What follows belongs to an exercise in optimizing a design on an open flow for small area, a short achievable clock period and few clock cycles per item; a production flow would make more cautious choices.
The RTL was checked by simulation tests, not by an equivalence proof against the original design.
Power is estimated from default activity; no workload was simulated.

==> zinc <==
==> flow/design.v <==
module pxc_morph #(
    parameter integer MAX_W = 64
) (
    input  wire       clk,
    input  wire       rst,           
    input  wire       cfg_valid,
    output wire       cfg_ready,
    input  wire       cfg_op,        
    input  wire [7:0] cfg_tgt,       
    input  wire [7:0] cfg_def,       
    input  wire [6:0] cfg_width,     
    input  wire [7:0] cfg_height,    
    input  wire       in_valid,
    output wire       in_ready,
    input  wire [7:0] in_mask,
    output reg        out_valid,
    input  wire       out_ready,
    output reg  [7:0] out_mask
);
    localparam [7:0] SENTINEL = 8'hFF;
    reg       active;
    reg       cfg_rdy;
    reg       op;
    reg [7:0] tgt, def;
    reg [6:0] width;
    reg [7:0] height;
    wire [7:0] repl = op ? tgt : def;    
    reg       rdy;
    reg       pv;
    reg [7:0] pm;
    reg [5:0] x;
    reg [7:0] y;
    wire [6:0] x1    = {1'b0, x} + 7'd1;
    wire [7:0] y1    = y + 8'd1;
    wire       xlast = (x1 == width);
    wire       ylast = (y1 == height);
    wire       y0    = (y == 8'd0);
    wire       yge2  = (y[7:1] != 7'd0);
    reg       flushing;
    reg [5:0] f;
    reg [6:0] fw;
    wire [6:0] f1 = {1'b0, f} + 7'd1;
    reg       go;        
    reg       step_ok;   
    reg       sv;
    reg [7:0] sm;
    reg [7:0] lbm [0:MAX_W-1];
    reg       lba [0:MAX_W-1];
    reg       cv, late0;
    reg [7:0] cval;
    reg       a1, a2;
    wire [5:0] ra   = flushing ? f : x;
    wire [7:0] mup  = lbm[ra];
    wire       aup  = lba[ra];
    wire c_new = (pm  == tgt) || (!op && (pm  == SENTINEL));
    wire c_up  = (mup == tgt) || (!op && (mup == SENTINEL));
    wire v3    = op ? (aup | c_new) : (aup & c_new);
    wire agg   = op ? (a2 | a1 | v3) : (a2 & a1 & v3);
    wire interior = !flushing && (x != 6'd0) && !xlast && yge2;
    wire m_ff     = (mup == SENTINEL);
    wire [7:0] nv = (m_ff || (interior && !op)) ? repl : mup;
    wire       nl = interior && (op || (mup == tgt));
    wire load_norm = go && !y0;
    wire flush_op  = flushing && step_ok;
    wire idle_emit = !flushing && !load_norm && cv && !late0 && step_ok;
    wire emit      = ((load_norm || flush_op) && cv) || idle_emit;
    wire [7:0] res = (late0 && agg) ? tgt : cval;
    wire take = out_valid && out_ready;
    reg  ov_n, sv_n;
    always @(*) begin
        ov_n = out_valid && !out_ready;
        sv_n = sv;
        if (!ov_n) begin
            ov_n = sv || emit;
            sv_n = sv && emit;
        end else if (emit) begin
            sv_n = 1'b1;
        end
    end
    wire step_ok_n = !(ov_n && sv_n);
    wire last_px   = go && xlast && ylast;
    wire start_fl  = last_px;
    wire flushing_n = start_fl ? 1'b1 : (flush_op && (f1 == fw)) ? 1'b0 : flushing;
    wire [5:0] f_n  = start_fl ? 6'd0 : flush_op ? f1[5:0] : f;
    wire active_n  = active ? !last_px : (cfg_valid && cfg_rdy);
    wire [5:0] x_n = !active ? 6'd0 : go ? (xlast ? 6'd0 : x1[5:0]) : x;
    wire [7:0] y_n = !active ? 8'd0 : (go && xlast) ? y1 : y;
    wire pv_n      = (pv && !go) || (in_valid && rdy);
    wire h1_n      = !active ? (cfg_height == 8'd1) : (height == 8'd1);
    wire allow_n = (y_n == 8'd0) ? (!flushing_n || (!h1_n && (x_n < f_n)))
                                 : (!flushing_n && step_ok_n);
    always @(posedge clk) begin
        if (rst) begin
            active   <= 1'b0;
            cfg_rdy  <= 1'b0;
            rdy      <= 1'b0;
            pv       <= 1'b0;
            go       <= 1'b0;
            flushing <= 1'b0;
            cv       <= 1'b0;
            out_valid <= 1'b0;
            sv       <= 1'b0;
            step_ok  <= 1'b1;
        end else begin
            active   <= active_n;
            cfg_rdy  <= !active_n;
            pv       <= pv_n;
            rdy      <= !pv_n || allow_n;
            go       <= pv_n && allow_n;
            flushing <= flushing_n;
            out_valid <= ov_n;
            sv       <= sv_n;
            step_ok  <= step_ok_n;
            if (load_norm || flush_op)
                cv <= 1'b1;
            else if (idle_emit)
                cv <= 1'b0;
        end
    end
    always @(posedge clk) begin
        if (cfg_rdy) begin
            op     <= cfg_op;
            tgt    <= cfg_tgt;
            def    <= cfg_def;
            width  <= cfg_width;
            height <= cfg_height;
        end
        if (rdy)
            pm <= in_mask;
        x <= x_n;
        y <= y_n;
        f <= f_n;
        if (start_fl)
            fw <= width;
        if (!out_valid || out_ready)
            out_mask <= sv ? sm : res;
        if (emit && (sv || (out_valid && !out_ready)))
            sm <= res;
        if (load_norm || flush_op) begin
            cval  <= nv;
            late0 <= nl;
        end
        if (go) begin
            a1 <= v3;
            a2 <= a1;
            lbm[x] <= (ylast && (pm == SENTINEL)) ? repl : pm;
            lba[x] <= op ? (c_up | c_new) : (c_up & c_new);
        end
    end
    assign cfg_ready = cfg_rdy;
    assign in_ready  = rdy;
endmodule
==> flow/run.sh <==
#!/bin/bash
# synth_recipe.tcl (not shown) runs the flow's synth.tcl, then flattens the netlist and writes it again
# the make line also repeats each setting of config.mk as NAME=value (left out here)
make -C /OpenROAD-flow-scripts/flow DESIGN_CONFIG=/design/flow/config.mk WORK_HOME=/design/flow/orfs CLKGATE_MAP_FILE= SYNTH_SCRIPT=/design/flow/synth_recipe.tcl finish
==> flow/config.mk <==
export PLATFORM = sky130hd
export DESIGN_NAME = pxc_morph
export DESIGN_NICKNAME = pxc_morph
export VERILOG_FILES = /design/flow/design.v
export SDC_FILE = /design/flow/constraint.sdc
export NUM_CORES = 4
export LEC_CHECK = 0
export CAP_MARGIN = 20
export CORE_MARGIN = 2
export CORE_UTILIZATION = 40
export SLEW_MARGIN = 20
==> flow/constraint.sdc <==
create_clock -name core_clock -period 12.0 [get_ports {clk}]
set_input_delay 2.4000 -clock core_clock [delete_from_list [all_inputs] [get_ports {clk}]]
set_output_delay 2.4000 -clock core_clock [all_outputs]
set_load 0.01 [all_outputs]
==> inputs of lagoon, as changes to zinc <==
==> flow/design.v, changed modules only <==
module pxc_morph #(
    parameter integer MAX_W = 64
) (
    input  wire       clk,
    input  wire       rst,           
    input  wire       cfg_valid,
    output wire       cfg_ready,
    input  wire       cfg_op,        
    input  wire [7:0] cfg_tgt,       
    input  wire [7:0] cfg_def,       
    input  wire [6:0] cfg_width,     
    input  wire [7:0] cfg_height,    
    input  wire       in_valid,
    output wire       in_ready,
    input  wire [7:0] in_mask,
    output reg        out_valid,
    input  wire       out_ready,
    output reg  [7:0] out_mask
);
    localparam [7:0] SENTINEL = 8'hFF;
    reg       active;
    reg       cfg_rdy;
    reg       op;
    reg [7:0] tgt;
    reg [7:0] repl;      
    reg [5:0] width;     
    reg       rdy;
    reg       pv;
    reg [7:0] pm;
    reg [5:0] x;
    reg [7:0] hrem;      
    reg       y0, y1;    
    wire [5:0] xp1   = x + 6'd1;
    wire       xlast = (xp1 == width);
    reg        ylast_r;
    wire       ylast = ylast_r;
    reg [5:0] ra;
    reg       flushing;
    reg       fl_last;   
    reg [5:0] fw;        
    reg       go;        
    reg       step_ok;   
    reg       sv;
    reg [7:0] sm;
    reg [7:0] lbm [0:MAX_W-1];
    reg       lba [0:MAX_W-1];
    reg [7:0] pf_m;
    reg       pf_a;
    reg       cv, late0;
    reg [7:0] cval;
    reg       a1, a2;
    wire c_new = (pm   == tgt) || (!op && (pm   == SENTINEL));
    wire c_up  = (pf_m == tgt) || (!op && (pf_m == SENTINEL));
    wire v3    = op ? (pf_a | c_new) : (pf_a & c_new);
    wire agg   = op ? (a2 | a1 | v3) : (a2 & a1 & v3);
    wire interior = !flushing && (x != 6'd0) && !xlast && !y0 && !y1;
    wire [7:0] nv = ((pf_m == SENTINEL) || (interior && !op)) ? repl : pf_m;
    wire       nl = interior && (op || (pf_m == tgt));
    wire [7:0] wm = (ylast && (pm == SENTINEL)) ? repl : pm;
    wire       wa = op ? (c_up | c_new) : (c_up & c_new);
    wire load_norm = go && !y0;
    wire flush_op  = flushing && step_ok;
    wire idle_emit = !flushing && !load_norm && cv && !late0 && step_ok;
    wire emit      = ((load_norm || flush_op) && cv) || idle_emit;
    wire [7:0] res = (late0 && agg) ? tgt : cval;
    reg  ov_n, sv_n;
    always @(*) begin
        ov_n = out_valid && !out_ready;
        sv_n = sv;
        if (!ov_n) begin
            ov_n = sv || emit;
            sv_n = sv && emit;
        end else if (emit) begin
            sv_n = 1'b1;
        end
    end
    wire step_ok_n = !(ov_n && sv_n);
    wire row_end    = go && xlast;
    wire last_px    = row_end && ylast;
    wire flushing_n = last_px || (flushing && !(flush_op && fl_last));
    wire [5:0] fw_n = last_px ? width : fw;
    wire active_n   = active ? !last_px : (cfg_valid && cfg_rdy);
    wire [5:0] x_n  = !active ? 6'd0 : go ? (xlast ? 6'd0 : xp1) : x;
    wire y0_n       = !active ? 1'b1 : row_end ? 1'b0 : y0;
    wire y1_n       = !active ? 1'b0 : row_end ? y0 : y1;
    wire [7:0] hrem_n = !active ? cfg_height : row_end ? hrem - 8'd1 : hrem;
    wire hlast_n    = (hrem_n == 8'd1);
    wire pv_n       = (pv && !go) || (in_valid && rdy);
    wire rop_f   = flushing_n && step_ok_n;
    wire [6:0] ra_u = rop_f ? {1'b0, ra} + 7'd1 : {1'b0, ra};
    wire allow_n = y0_n ? (!flushing_n || (!hlast_n && ({1'b0, x_n} < ra_u)))
                        : (!flushing_n && step_ok_n);
    wire go_n    = pv_n && allow_n;
    wire rop_n       = (go_n && !y0_n) || rop_f;
    wire [5:0] rap1  = ra + 6'd1;
    wire [5:0] ra_n;
    assign ra_n = !rop_n ? ra : (rap1 == (flushing_n ? fw_n : width)) ? 6'd0 : rap1;
    always @(posedge clk) begin
        if (rst) begin
            active    <= 1'b0;
            cfg_rdy   <= 1'b0;
            rdy       <= 1'b0;
            pv        <= 1'b0;
            go        <= 1'b0;
            flushing  <= 1'b0;
            ra        <= 6'd0;
            cv        <= 1'b0;
            out_valid <= 1'b0;
            sv        <= 1'b0;
            step_ok   <= 1'b1;
        end else begin
            active    <= active_n;
            cfg_rdy   <= !active_n;
            pv        <= pv_n;
            rdy       <= !pv_n || allow_n;
            go        <= go_n;
            flushing  <= flushing_n;
            ra        <= ra_n;
            out_valid <= ov_n;
            sv        <= sv_n;
            step_ok   <= step_ok_n;
            if (load_norm || flush_op)
                cv <= 1'b1;
            else if (idle_emit)
                cv <= 1'b0;
        end
    end
    always @(posedge clk) begin
        if (cfg_rdy) begin
            op    <= cfg_op;
            tgt   <= cfg_tgt;
            repl  <= cfg_op ? cfg_tgt : cfg_def;
            width <= cfg_width[5:0];
        end
        if (rdy)
            pm <= in_mask;
        x       <= x_n;
        y0      <= y0_n;
        y1      <= y1_n;
        hrem    <= hrem_n;
        fw      <= fw_n;
        fl_last <= (rap1 == fw_n);
        ylast_r <= hlast_n;
        if (!out_valid || out_ready)
            out_mask <= sv ? sm : res;
        if (emit && (sv || (out_valid && !out_ready)))
            sm <= res;
        if (load_norm || flush_op) begin
            cval  <= nv;
            late0 <= nl;
        end
        if (go) begin
            a1 <= v3;
            a2 <= a1;
            lbm[x] <= wm;
            lba[x] <= wa;
        end
        if (go && (x == ra)) begin
            pf_m <= wm;
            pf_a <= wa;
        end else begin
            pf_m <= lbm[ra];
            pf_a <= lba[ra];
        end
    end
    assign cfg_ready = cfg_rdy;
    assign in_ready  = rdy;
endmodule
==> comparison <==
Between zinc and lagoon, the lower sequential share of layout area is in zinc (gap 3.3 points). In lagoon the wire length is smaller than in zinc, by 25%. In lagoon the clock skew is lower than in zinc, by 0.0095 ns. In zinc the final cell count is higher than in lagoon, by about 28%. Against zinc, the die area of lagoon is smaller by about 6%. Sequential cell count is the same in lagoon and zinc. Global-route usage: zinc is higher than lagoon (3.9 points). In zinc the synthesized area is larger than in lagoon, by 6.5%. Power: lagoon is smaller than zinc (0.80%). Clock power is about the same in zinc and lagoon. Between zinc and lagoon, the lower hold slack is in lagoon (gap 0.086 ns).
==> figures <==
item	lagoon	zinc
Total die area	0.0712 mm²	0.0758 mm²
Share of the synthesized area in the top cell type	0.689	0.663
Switching power of the nets	1010 µW	1070 µW
Reg2reg setup slack	7.12 ns	6.21 ns
Total Wirelength	63900 µm	85200 µm
Initial DRC count	1413	2315
Outcome	complete, no violations	complete, no violations
Placer Congestion	0.804	0.943
Launch point of the critical path	out_ready	flushing$_SDFF_PP0_
Number of distinct standard cells referenced by the synthesized netlist	75	86
Met2 layer usage reported by global route	0.300	0.343
Finished layout cell area	0.0315 mm²	0.0334 mm²
Non-clock buffer count in the final layout	77	101
Start point of the worst min-delay path	ra[1]$_SDFFE_PP0P_	cv$_SDFFE_PP0P_
Post-detailed-route via-to-cell ratio	5.65	6.00
Time the final worst path needs with I/O delays and setup	5.22 ns	5.79 ns
Die height	267 µm	275 µm
Crit path DAT	5.73 ns	6.11 ns
Mapped Area	0.0276 mm²	0.0294 mm²
Adder-cell share of the synthesized area	0.00408	0.00459
Count of vias placed by the detailed router	14300	19400
Internal power consumption	3980 µW	3960 µW
Number of cell rows	96	99
Testbench counts of zinc, summed over its fixed seeds: cycles 63,623, items 62,259.
Testbench counts of lagoon, summed over its fixed seeds: cycles 63,623, items 62,259.

==> separate check: timing with driven ports <==
No port has a modelled driver above. Below, the same layouts with a new extraction and two added sets of constraints.
Step 1 (the two cells are an assumption about what drives the block):
set clk [get_ports {clk}]
set_driving_cell -lib_cell sky130_fd_sc_hd__clkbuf_16 $clk
set_driving_cell -lib_cell sky130_fd_sc_hd__buf_2 [delete_from_list [all_inputs] $clk]
Step 2 adds t to the input delays and takes it off the output delays; t is the mean of the earliest and latest rising clock arrival at the registers after step 1. Input paths then give back, and output paths get back, about the clock's delay inside the block.
Three values: ideal ports, drivers, drivers and shift; two values: the first two.
run	t (ns)	setup slack, ns	hold WS [ns]	worst setup path at the end
zinc	0.666	6.213 / 6.213 / 6.213	0.483 / 0.483 / 0.483	register to register
lagoon	0.657	6.778 / 6.816 / 6.159	0.397 / 0.397 / 0.397	input to register
After both steps every run listed still meets setup and hold. For lagoon, which loses most, drivers alone change the setup slack by +0.038 ns; drivers and shift together by -0.619 ns.
